From an optimization exercise on the open Yosys and OpenROAD flow, aimed at small area; shortcuts taken in it are not production practice. The RTL was checked by simulation tests, not by an equivalence proof against the original design. No activity file was given, so power comes from the tool's default toggle rates.

==> job 5725 <==
// crc8_codec
module crc8_codec (
    input  wire        clk,
    input  wire        rst,       
    input  wire        issue,
    input  wire [47:0] cmd,
    output wire [7:0]  rstat,
    output wire [3:0]  rop,
    output wire [7:0]  rcrc,
    output wire [31:0] rframe
);
Settings: LEC_CHECK=0, CAP_MARGIN=20, CORE_MARGIN=2, CORE_UTILIZATION=40, PLACE_DENSITY=0.6, SLEW_MARGIN=20, SYNTH_HIERARCHICAL=1; clock period 5.0 ns.
standard.sh (not shown) runs the stock make flow with config.mk's settings and CLKGATE_MAP_FILE= SYNTH_SCRIPT=/design/flow/synth_recipe.tcl, a recipe that flattens the netlist after the stock synthesis.
==> flow/flow/run.sh <==
#!/bin/bash
# The standard layout, with the smallest buffer on the ports and a leaner clock tree.
set -euo pipefail
bash standard.sh \
  "BUFFER_PORTS_ARGS=-buffer_cell sky130_fd_sc_hd__buf_1" \
  "CTS_ARGS=-sink_clustering_enable -repair_clock_nets -dont_use_dummy_load" \
  finish > flow_make.log 2>&1
==> job 730: changes against job 5725 <==
==> flow/design.v (replaced) <==
module crc8_24 (
    input  wire [23:0] msg,
    output wire [7:0]  crc
);
    wire t0 = msg[12] ^ msg[14];
    wire t1 = msg[15] ^ msg[17];
    wire t2 = msg[16] ^ msg[18];
    wire t3 = msg[6] ^ msg[22];
    wire t4 = msg[11] ^ msg[13];
    wire t5 = msg[23] ^ t2;
    wire t6 = msg[21] ^ t0;
    wire t7 = t1 ^ t3;
    wire t8 = msg[9] ^ t4;
    wire t9 = msg[0] ^ msg[1];
    wire t10 = msg[3] ^ t8;
    wire t11 = msg[8] ^ msg[10];
    wire t12 = msg[13] ^ t9;
    wire t13 = msg[6] ^ t6;
    wire t14 = msg[2] ^ t11;
    wire t15 = msg[19] ^ t13;
    wire t16 = t7 ^ t12;
    wire t17 = msg[4] ^ msg[5];
    wire t18 = msg[7] ^ t5;
    wire t19 = msg[0] ^ msg[8];
    wire t20 = t19 ^ t15;
    wire t21 = t20 ^ t18;
    wire t22 = msg[9] ^ msg[20];
    wire t23 = t22 ^ t5;
    wire t24 = t23 ^ t6;
    wire t25 = t24 ^ t16;
    wire t26 = msg[12] ^ t14;
    wire t27 = t26 ^ t16;
    wire t28 = msg[1] ^ msg[2];
    wire t29 = t28 ^ msg[14];
    wire t30 = t29 ^ t10;
    wire t31 = t30 ^ t18;
    wire t32 = msg[3] ^ msg[4];
    wire t33 = t32 ^ msg[19];
    wire t34 = t33 ^ t0;
    wire t35 = t34 ^ t1;
    wire t36 = t35 ^ t14;
    wire t37 = msg[15] ^ msg[20];
    wire t38 = t37 ^ t2;
    wire t39 = t38 ^ t10;
    wire t40 = t39 ^ t17;
    wire t41 = msg[10] ^ msg[16];
    wire t42 = t41 ^ msg[17];
    wire t43 = t42 ^ t15;
    wire t44 = t43 ^ t17;
    wire t45 = msg[5] ^ msg[7];
    wire t46 = t45 ^ msg[18];
    wire t47 = t46 ^ msg[20];
    wire t48 = t47 ^ t4;
    wire t49 = t48 ^ t7;
    assign crc[0] = t21;
    assign crc[1] = t25;
    assign crc[2] = t27;
    assign crc[3] = t31;
    assign crc[4] = t36;
    assign crc[5] = t40;
    assign crc[6] = t44;
    assign crc[7] = t49;
endmodule
module crc8_codec (
    input  wire        clk,
    input  wire        rst,       
    input  wire        issue,
    input  wire [47:0] cmd,
    output wire [7:0]  rstat,
    output wire [3:0]  rop,
    output wire [7:0]  rcrc,
    output wire [31:0] rframe
);
    wire [3:0]  op = cmd[47:44];
    wire [6:0]  ea = cmd[38:32];
    wire [31:0] pl = cmd[31:0];
    wire op_crc8  = (op == 4'h1);
    wire op_ve    = (op == 4'h3) | (op == 4'h4);
    wire op_legal = op_crc8 | (op == 4'h2) | op_ve;
    wire ld   = issue & ~rst;     
    wire keep = ~issue & ~rst;    
    reg        has_q, addr_q;
    reg [3:0]  op_q;
    reg [31:0] f_q;               
    wire [31:0] f_ld = {pl[31] & (op_crc8 | op_ve),
                        pl[30:8] & {23{op_legal}},
                        pl[7:0] & {8{op_ve}}};
    always @(posedge clk) begin
        has_q  <= ~rst & (issue | has_q);
        addr_q <= (ld & op_ve & (pl[30:24] == ea)) | (keep & addr_q);
        op_q   <= ({4{ld}} & op) | ({4{keep}} & op_q);
        f_q    <= ({32{ld}} & f_ld) | ({32{keep}} & f_q);
    end
    wire [7:0] crc;
    crc8_24 u_crc (.msg(f_q[31:8]), .crc(crc));
    wire q_cb = (op_q == 4'h1) | (op_q == 4'h2);
    wire q_ve = (op_q == 4'h3) | (op_q == 4'h4);
    wire sts_ok  = q_ve & f_q[31];
    wire addr_ok = addr_q;
    wire crc_ok  = q_ve & (f_q[7:0] == crc);
    assign rstat  = {has_q, has_q & ~(q_cb | q_ve), sts_ok & addr_ok & crc_ok,
                     sts_ok, addr_ok, crc_ok, 2'b00};
    assign rop    = op_q;
    assign rcrc   = crc;
    assign rframe = {f_q[31:8], f_q[7:0] | (crc & {8{q_cb}})};
endmodule
- SYNTH_HIERARCHICAL: 1 -> unset
==> notes.md <==
Non-Filler Cell Area, Final: job 730 0.002604 mm²; job 5725 0.002497 mm²
End-of-flow core utilization: job 730 0.4477; job 5725 0.4508
Die Footprint: job 730 0.006579 mm²; job 5725 0.006369 mm²
Detailed-route wire length on metal 1: job 730 2313 µm; job 5725 2204 µm
Vias/cell: job 730 4.674; job 5725 4.627
Clock-cell share of area: job 730 0.02643; job 5725 0.02756
Period utilisation layout: job 730 0.7609; job 5725 0.8318
Worst setup path start: job 730 f_q[27]; job 5725 f_q[22]
Headroom to the max-slew limit: job 730 0.3327; job 5725 0.5898
Post-placement cell count: job 730 363; job 5725 349
Pin slew with the least headroom to its limit: job 730 1001 ps; job 5725 614.0 ps
Total power per unit cell area: job 730 266.0 mW/mm²; job 5725 267.7 mW/mm²
Area of the multi-input gates: job 730 0.001286 mm²; job 5725 0.001214 mm²
Worst endpoint data arrival time: job 730 2800 ps; job 5725 3160 ps
Minimum period implied by the final worst setup slack: job 730 3804 ps; job 5725 4159 ps
Run status: job 730 complete, no violations; job 5725 complete, no violations
Share of final-layout standard cells stronger than drive strength 1: job 730 0.04778; job 5725 0.1170
Register area share after synthesis: job 730 0.3198; job 5725 0.3310
Initial core utilization: job 730 0.4090; job 5725 0.4149
GRT met2 Usage: job 730 0.2388; job 5725 0.2580
Amount of wire on met3 after detailed routing: job 730 266 µm; job 5725 308 µm

[port drivers added, routing unchanged]
Ports are ideal in the flow. The routed layouts listed here were re-timed in OpenROAD. Step 1 (the two cells are an assumption about what drives the block):
set clk [get_ports {clk}]
set_driving_cell -lib_cell sky130_fd_sc_hd__clkbuf_16 $clk
set_driving_cell -lib_cell sky130_fd_sc_hd__buf_2 [delete_from_list [all_inputs] $clk]
Step 2 also shifts input and output timing later by t, the mid clock arrival at the registers, as if the neighbouring blocks saw the same clock. Slacks: no drivers / after step 1 / after step 2; pairs: no drivers / after step 1.
run | t, ns | slack for setup (ns) | worst hold slack (ns)
job 5725 | 0.307 | 0.841 / 0.812 / 1.119 | 0.485 / 0.485 / 0.485
job 730 | 0.306 | 1.196 / 1.168 / 1.474 | 0.484 / 0.484 / 0.484
After both steps setup and hold are still met in every run listed.
